Context: an optimization exercise on an open-source flow, tuned for small area. The choices shown serve that exercise and are no tape-out recipe.
Only simulation tests tie the RTL to the original design; equivalence was not proved.
No activity file was given, so power comes from the tool's default toggle rates.

==> inputs of 11-18 <==
// tape_decoder
module tape_decoder (
    input  wire        clk,
    input  wire        rst,           
    input  wire        cfg_we,
    input  wire [1:0]  cfg_sel,       
    input  wire [31:0] cfg_data,
    input  wire        s_valid,
    input  wire [15:0] s_data,
    output wire        s_ready,
    input  wire        ev_ack,
    output reg  [1:0]  ev_pending,    
    output wire        fault,
    output wire [3:0]  fault_code,
    output reg  [3:0]  seq_len,
    output reg         byte_valid,
    output wire [7:0]  byte_data,
    output wire [3:0]  byte_field,    
    output reg         blk_done,
    output wire [1:0]  blk_type,      
    output wire [7:0]  blk_len,
    output wire [63:0] name,          
    output wire [7:0]  ftype,
    output wire [7:0]  ascii,
    output wire [7:0]  gap,
    output wire [15:0] start_addr,
    output wire [15:0] load_addr
);
    localparam [3:0] S_SYNC  = 4'd0,
                     S_TYPE  = 4'd1,
                     S_LEN   = 4'd2,
                     S_NAME  = 4'd3,
                     S_FTYPE = 4'd4,
                     S_ASCII = 4'd5,
                     S_GAP   = 4'd6,
                     S_START = 4'd7,
                     S_LOAD  = 4'd8,
                     S_DATA  = 4'd9,
                     S_CKSUM = 4'd10,
                     S_LEAD  = 4'd11;
    localparam [1:0] BT_NAME = 2'd0, BT_DATA = 2'd1, BT_EOF = 2'd2;
    reg [31:0] n_one_lo, n_one_hi, n_zero_lo, n_zero_hi;    
    reg [31:0] clen;          
    reg        prev_nn;
    reg [3:0]   state;
    reg [7:0]   shift;
    reg [2:0]   bitcnt;
    reg [1:0]   btype;
    reg [7:0]   len;
    reg [7:0]   ck;
    reg [7:0]   cnt;          
    reg [1:0]   fc;           
    reg [111:0] rec;          
    assign fault      = fc[1] | fc[0];
    assign fault_code = {2'b00, fc};
    assign s_ready    = !fault && (ev_pending == 2'd0);
  ...
export LEC_CHECK = 0
export CAP_MARGIN = 0
export CORE_MARGIN = 2
export CORE_UTILIZATION = 72
export SLEW_MARGIN = 0
export SYNTH_HIERARCHICAL = 1
create_clock -name core_clock -period 10.0 [get_ports {clk}]
standard.sh (not shown) runs the stock make flow with config.mk's settings and CLKGATE_MAP_FILE= SYNTH_SCRIPT=/design/flow/synth_recipe.tcl, a recipe that flattens the netlist after the stock synthesis.
==> flow/flow/run.sh <==
#!/bin/bash
set -euo pipefail
here=$(pwd)
CTS="-sink_clustering_enable -sink_clustering_size 30 -sink_clustering_max_diameter 80 -buf_list sky130_fd_sc_hd__clkbuf_16 -dont_use_dummy_load -repair_clock_nets"
bash standard.sh "POST_FLOORPLAN_TCL=$here/flow/downsize.tcl" "BUFFER_PORTS_ARGS=-buffer_cell sky130_fd_sc_hd__buf_1" "CTS_ARGS=$CTS" finish > standard_flow.log 2>&1
==> flow/flow/downsize.tcl <==
# Run after floorplanning (POST_FLOORPLAN_TCL): give every combinational cell
# the smallest-area cell of its family (same function, other drive strength).
# The later repair steps size up again where slew, capacitance or timing need it.
# Registers, tie cells and physical cells are left alone.
set n 0
foreach inst [get_cells *] {
  set ref [get_property $inst ref_name]
  if { ![regexp {^(sky130_fd_sc_hd__[a-z0-9]+)_[0-9]+$} $ref -> base] } { continue }
  if { [regexp {__(df|edf|sdf|dl|sdl|conb|tap|fill|decap|diode)} $ref] } { continue }
  set best $ref
  set best_area [get_property [get_lib_cells */$ref] area]
  foreach lc [get_lib_cells */${base}_*] {
    set name [get_property $lc name]
    if { ![regexp "^${base}_\[0-9\]+\$" $name] } { continue }
    if { [get_property $lc dont_use] } { continue }
    set a [get_property $lc area]
    if { $a < $best_area } { set best $name; set best_area $a }
  }
  if { $best ne $ref } {
    replace_cell $inst [get_lib_cells */$best]
    incr n
  }
}
puts "downsize: $n cells resized"
==> 08-28: changes against 11-18 <==
--- a/flow/design.v
+++ b/flow/design.v
@@ -11,13 +11,13 @@
     output reg  [1:0]  ev_pending,    
     output wire        fault,
     output wire [3:0]  fault_code,
     output reg  [3:0]  seq_len,
     output reg         byte_valid,
     output wire [7:0]  byte_data,
-    output wire [3:0]  byte_field,    
+    output reg  [3:0]  byte_field,    
     output reg         blk_done,
     output wire [1:0]  blk_type,      
     output wire [7:0]  blk_len,
     output wire [63:0] name,          
     output wire [7:0]  ftype,
     output wire [7:0]  ascii,
@@ -51,13 +51,12 @@
     reg [1:0]   fc;           
     reg [111:0] rec;          
     assign fault      = fc[1] | fc[0];
     assign fault_code = {2'b00, fc};
     assign s_ready    = !fault && (ev_pending == 2'd0);
     assign byte_data  = shift;
-    assign byte_field = state;
     assign blk_type   = btype;
     assign blk_len    = (btype == BT_NAME) ? 8'd13 : len;
     assign name       = {rec[55:0], len};
     assign ftype      = rec[63:56];
     assign ascii      = rec[71:64];
     assign gap        = rec[79:72];
@@ -73,19 +72,14 @@
             r = cin;
             for (k = 0; k < 32; k = k + 1)
                 r = (a[k] & b[k]) | (a[k] & r) | (b[k] & r);
             carry32 = r;
         end
     endfunction
-    wire c_ol, c_oh, c_zl, c_zh;
-    td_carry32 u_ol (.a(n_one_lo),  .b(clen), .cin(1'b1), .cout(c_ol));
-    td_carry32 u_oh (.a(n_one_hi),  .b(clen), .cin(1'b0), .cout(c_oh));
-    td_carry32 u_zl (.a(n_zero_lo), .b(clen), .cin(1'b1), .cout(c_zl));
-    td_carry32 u_zh (.a(n_zero_hi), .b(clen), .cin(1'b0), .cout(c_zh));
-    wire is_one  = c_ol && !c_oh;
-    wire is_zero = c_zl && !c_zh;
+    wire is_one  = carry32(n_one_lo,  clen, 1'b1) && !carry32(n_one_hi,  clen, 1'b0);
+    wire is_zero = carry32(n_zero_lo, clen, 1'b1) && !carry32(n_zero_hi, clen, 1'b0);
     wire bit_ok  = is_one || is_zero;
     wire       bit_in   = push && crossing && bit_ok;
     wire [7:0] shift_in = {is_one, shift[7:1]};
     wire sync_hit = (shift_in[7:2] == 6'b001111) && (bitcnt >= 3'd5) &&
                     (bitcnt < 3'd6 || !shift_in[1]) &&
                     (bitcnt < 3'd7 || !shift_in[0]);
@@ -143,78 +137,59 @@
                     seq_len <= 4'd0;
                 ev_pending <= 2'd0;
             end
             if (bit_in && in_sync && sync_hit)
                 state <= S_TYPE;
             if (byte_done) begin
+                byte_field <= state;
                 if (state >= S_LEN && state <= S_DATA)
                     cnt <= (state == S_LEN) ? shift_in : cnt - 8'd1;
                 ck <= ((state == S_TYPE) ? 8'd0 : ck) + shift_in;
                 case (state)
-                    S_TYPE:
+                    S_TYPE: begin
                         btype <= (shift_in == 8'h00) ? BT_NAME :
                                  (shift_in == 8'h01) ? BT_DATA : BT_EOF;
-                    S_CKSUM:
+                        if (shift_in == 8'h00 || shift_in == 8'h01 || shift_in == 8'hFF)
+                            state <= S_LEN;
+                        else
+                            state <= S_SYNC;
+                    end
+                    S_LEN: begin
+                        if ((btype == BT_NAME && shift_in != 8'd15) ||
+                            (btype == BT_EOF  && shift_in != 8'd0))
+                            state <= S_SYNC;
+                        else if (btype == BT_NAME)
+                            state <= S_NAME;
+                        else if (shift_in == 8'd0)
+                            state <= S_CKSUM;
+                        else
+                            state <= S_DATA;
+                    end
+                    S_NAME:  if (cnt[2:0] == 3'd0) state <= S_FTYPE;
+                    S_FTYPE: state <= S_ASCII;
+                    S_ASCII: state <= S_GAP;
+                    S_GAP:   state <= S_START;
+                    S_START: if (cnt[0]) state <= S_LOAD;
+                    S_LOAD:  if (cnt[0]) state <= S_CKSUM;
+                    S_DATA:  if (cnt == 8'd1) state <= S_CKSUM;
+                    S_CKSUM: begin
                         if (shift_in != ck)
                             fc[0] <= 1'b1;
-                    S_LEAD: begin
+                        else
+                            state <= S_LEAD;
+                    end
+                    default: begin   
                         if (seq_len[3]) begin
                             fc[1] <= 1'b1;
                         end else begin
                             seq_len  <= seq_len + 4'd1;
                             blk_done <= 1'b1;
                             ev_pending <= (btype == BT_NAME) ? 2'd1 :
                                           (btype == BT_EOF)  ? 2'd2 : 2'd0;
+                            state <= S_SYNC;
                         end
                     end
-                    default: ;
-                endcase
-            end
-            if (byte_valid) begin
-                case (state)
-                    S_TYPE:
-                        state <= (shift == 8'h00 || shift == 8'h01 || shift == 8'hFF) ?
-                                 S_LEN : S_SYNC;
-                    S_LEN:
-                        if ((btype == BT_NAME && shift != 8'd15) ||
-                            (btype == BT_EOF  && shift != 8'd0))
-                            state <= S_SYNC;
-                        else if (btype == BT_NAME)
-                            state <= S_NAME;
-                        else if (shift == 8'd0)
-                            state <= S_CKSUM;
-                        else
-                            state <= S_DATA;
-                    S_NAME:  if (!cnt[3]) state <= S_FTYPE;      
-                    S_FTYPE: state <= S_ASCII;
-                    S_ASCII: state <= S_GAP;
-                    S_GAP:   state <= S_START;
-                    S_START: if (!cnt[0]) state <= S_LOAD;       
-                    S_LOAD:  if (!cnt[0]) state <= S_CKSUM;      
-                    S_DATA:  if (cnt == 8'd0) state <= S_CKSUM;   
-                    S_CKSUM: if (!fc[0]) state <= S_LEAD;
-                    S_LEAD:  if (!fc[1]) state <= S_SYNC;
-                    default: ;
                 endcase
             end
         end
     end
 endmodule
-module td_carry32 (input wire [31:0] a, input wire [31:0] b, input wire cin, output wire cout);
-    wire [16:0] c;
-    assign c[0] = cin;
-    genvar k;
-    generate for (k = 0; k < 16; k = k + 1) begin : g
-        td_chunk u (.a(a[2*k +: 2]), .b(b[2*k +: 2]), .cin(c[k]), .cout(c[k+1]));
-    end endgenerate
-    assign cout = c[16];
-endmodule
-module td_chunk (input wire [1:0] a, input wire [1:0] b, input wire cin, output wire cout);
-    reg r;
-    integer k;
-    always @* begin
-        r = cin;
-        for (k = 0; k < 2; k = k + 1)
-            r = (a[k] & b[k]) | (a[k] & r) | (b[k] & r);
-    end
-    assign cout = r;
-endmodule
==> flow/flow/run.sh (replaced) <==
#!/bin/bash
set -euo pipefail
CTS="-sink_clustering_enable -sink_clustering_size 24 -sink_clustering_max_diameter 50 -buf_list sky130_fd_sc_hd__clkbuf_8 -dont_use_dummy_load -repair_clock_nets"
bash standard.sh "BUFFER_PORTS_ARGS=-buffer_cell sky130_fd_sc_hd__buf_1" "CTS_ARGS=$CTS" finish > standard_flow.log 2>&1
CAP_MARGIN = 20   (was 0)
CORE_UTILIZATION = 65   (was 72)
SLEW_MARGIN = 20   (was 0)
SYNTH_HIERARCHICAL = default   (was 1)
removed: flow/flow/downsize.tcl
==> 12-16: changes against 11-18 <==
--- a/flow/design.v
+++ b/flow/design.v
@@ -11,13 +11,13 @@
     output reg  [1:0]  ev_pending,    
     output wire        fault,
     output wire [3:0]  fault_code,
     output reg  [3:0]  seq_len,
     output reg         byte_valid,
     output wire [7:0]  byte_data,
-    output wire [3:0]  byte_field,    
+    output reg  [3:0]  byte_field,    
     output reg         blk_done,
     output wire [1:0]  blk_type,      
     output wire [7:0]  blk_len,
     output wire [63:0] name,          
     output wire [7:0]  ftype,
     output wire [7:0]  ascii,
@@ -51,13 +51,12 @@
     reg [1:0]   fc;           
     reg [111:0] rec;          
     assign fault      = fc[1] | fc[0];
     assign fault_code = {2'b00, fc};
     assign s_ready    = !fault && (ev_pending == 2'd0);
     assign byte_data  = shift;
-    assign byte_field = state;
     assign blk_type   = btype;
     assign blk_len    = (btype == BT_NAME) ? 8'd13 : len;
     assign name       = {rec[55:0], len};
     assign ftype      = rec[63:56];
     assign ascii      = rec[71:64];
     assign gap        = rec[79:72];
@@ -143,60 +142,60 @@
                     seq_len <= 4'd0;
                 ev_pending <= 2'd0;
             end
             if (bit_in && in_sync && sync_hit)
                 state <= S_TYPE;
             if (byte_done) begin
+                byte_field <= state;
                 if (state >= S_LEN && state <= S_DATA)
                     cnt <= (state == S_LEN) ? shift_in : cnt - 8'd1;
                 ck <= ((state == S_TYPE) ? 8'd0 : ck) + shift_in;
                 case (state)
-                    S_TYPE:
+                    S_TYPE: begin
                         btype <= (shift_in == 8'h00) ? BT_NAME :
                                  (shift_in == 8'h01) ? BT_DATA : BT_EOF;
-                    S_CKSUM:
+                        if (shift_in == 8'h00 || shift_in == 8'h01 || shift_in == 8'hFF)
+                            state <= S_LEN;
+                        else
+                            state <= S_SYNC;
+                    end
+                    S_LEN: begin
+                        if ((btype == BT_NAME && shift_in != 8'd15) ||
+                            (btype == BT_EOF  && shift_in != 8'd0))
+                            state <= S_SYNC;
+                        else if (btype == BT_NAME)
+                            state <= S_NAME;
+                        else if (shift_in == 8'd0)
+                            state <= S_CKSUM;
+                        else
+                            state <= S_DATA;
+                    end
+                    S_NAME:  if (cnt[2:0] == 3'd0) state <= S_FTYPE;
+                    S_FTYPE: state <= S_ASCII;
+                    S_ASCII: state <= S_GAP;
+                    S_GAP:   state <= S_START;
+                    S_START: if (cnt[0]) state <= S_LOAD;
+                    S_LOAD:  if (cnt[0]) state <= S_CKSUM;
+                    S_DATA:  if (cnt == 8'd1) state <= S_CKSUM;
+                    S_CKSUM: begin
                         if (shift_in != ck)
                             fc[0] <= 1'b1;
-                    S_LEAD: begin
+                        else
+                            state <= S_LEAD;
+                    end
+                    default: begin   
                         if (seq_len[3]) begin
                             fc[1] <= 1'b1;
                         end else begin
                             seq_len  <= seq_len + 4'd1;
                             blk_done <= 1'b1;
                             ev_pending <= (btype == BT_NAME) ? 2'd1 :
                                           (btype == BT_EOF)  ? 2'd2 : 2'd0;
+                            state <= S_SYNC;
                         end
                     end
-                    default: ;
-                endcase
-            end
-            if (byte_valid) begin
-                case (state)
-                    S_TYPE:
-                        state <= (shift == 8'h00 || shift == 8'h01 || shift == 8'hFF) ?
-                                 S_LEN : S_SYNC;
-                    S_LEN:
-                        if ((btype == BT_NAME && shift != 8'd15) ||
-                            (btype == BT_EOF  && shift != 8'd0))
-                            state <= S_SYNC;
-                        else if (btype == BT_NAME)
-                            state <= S_NAME;
-                        else if (shift == 8'd0)
-                            state <= S_CKSUM;
-                        else
-                            state <= S_DATA;
-                    S_NAME:  if (!cnt[3]) state <= S_FTYPE;      
-                    S_FTYPE: state <= S_ASCII;
-                    S_ASCII: state <= S_GAP;
-                    S_GAP:   state <= S_START;
-                    S_START: if (!cnt[0]) state <= S_LOAD;       
-                    S_LOAD:  if (!cnt[0]) state <= S_CKSUM;      
-                    S_DATA:  if (cnt == 8'd0) state <= S_CKSUM;   
-                    S_CKSUM: if (!fc[0]) state <= S_LEAD;
-                    S_LEAD:  if (!fc[1]) state <= S_SYNC;
-                    default: ;
                 endcase
             end
         end
     end
 endmodule
 module td_carry32 (input wire [31:0] a, input wire [31:0] b, input wire cin, output wire cout);
==> flow/flow/run.sh (replaced) <==
#!/bin/bash
set -euo pipefail
CTS="-sink_clustering_enable -sink_clustering_size 20 -sink_clustering_max_diameter 60 -buf_list sky130_fd_sc_hd__clkbuf_8 -dont_use_dummy_load -repair_clock_nets"
bash standard.sh "BUFFER_PORTS_ARGS=-buffer_cell sky130_fd_sc_hd__buf_1" "CTS_ARGS=$CTS" finish > standard_flow.log 2>&1
CAP_MARGIN = 20   (was 0)
SLEW_MARGIN = 20   (was 0)
removed: flow/flow/downsize.tcl
==> 12-01: changes against 11-18 <==
==> flow/flow/run.sh (replaced) <==
#!/bin/bash
set -euo pipefail
here=$(pwd)
CTS="-sink_clustering_enable -sink_clustering_size 24 -sink_clustering_max_diameter 70 -buf_list {sky130_fd_sc_hd__clkbuf_8 sky130_fd_sc_hd__clkbuf_16} -dont_use_dummy_load -repair_clock_nets"
bash standard.sh "POST_FLOORPLAN_TCL=$here/flow/downsize.tcl" "BUFFER_PORTS_ARGS=-buffer_cell sky130_fd_sc_hd__buf_1" "CTS_ARGS=$CTS" finish > standard_flow.log 2>&1
==> comparison table <==
item	12-01	12-16	08-28	11-18
Relative area change from synthesis to final layout	10.9%	10.5%	9.29%	10.6%
Result of the run	finished clean	finished clean	finished clean	finished clean
WL/cell	19.7 um	18.4 um	19.7 um	19.4 um
Uppermost routed layer	met4	met4	met5	met4
Fraction of the yosys area taken by sequential cells	68.9%	69.0%	66.4%	68.9%
Post-synth top area share	61.4%	61.6%	59.3%	61.4%
Synth Area in Adders	1.46%	1.62%	2.02%	1.46%
Number of well taps	229	234	275	229
FILL cells	1014	1096	1448	1036
Number of enable flip-flop cells after synthesis	274	278	278	274
Worst IR drop on VDD	171 uV	119 uV	118 uV	202 uV
Initial antenna violation count	1	1	2	1
Synthesized-area fraction occupied by and/or/nand/nor cells	12.2%	12.7%	13.1%	12.2%
Final sequential cell count	324	328	328	324

static timing again, ports no longer ideal:
In the flow no input, the clock included, has a driving cell. The finished layouts below were timed again as built, in two steps. Step 1 (the two cells are an assumption about what drives the block):
set clk [get_ports {clk}]
set_driving_cell -lib_cell sky130_fd_sc_hd__clkbuf_16 $clk
set_driving_cell -lib_cell sky130_fd_sc_hd__buf_2 [delete_from_list [all_inputs] $clk]
Step 2 also shifts input and output timing later by t, the mid clock arrival at the registers, as if the neighbouring blocks saw the same clock. Slacks: no drivers / after step 1 / after step 2; pairs: no drivers / after step 1.
run | shift t [ns] | setup slack, ns | hold slack, ns | latest minus earliest clock arrival (ns)
11-18 | 0.524 | 1.663 / 1.663 / 1.663 | 0.455 / 0.455 / 0.455 | 0.053 / 0.053
08-28 | 0.607 | 4.447 / 4.447 / 4.270 | 0.438 / 0.438 / 0.438 | 0.053 / 0.053
12-16 | 0.572 | 2.392 / 2.392 / 2.392 | 0.444 / 0.444 / 0.444 | 0.065 / 0.065
12-01 | 0.534 | 1.697 / 1.697 / 1.697 | 0.451 / 0.451 / 0.451 | 0.025 / 0.025
After both steps setup and hold are still met in every run listed. For 08-28, which loses most, drivers alone change the setup slack by 0.000 ns; drivers and shift together by -0.177 ns.
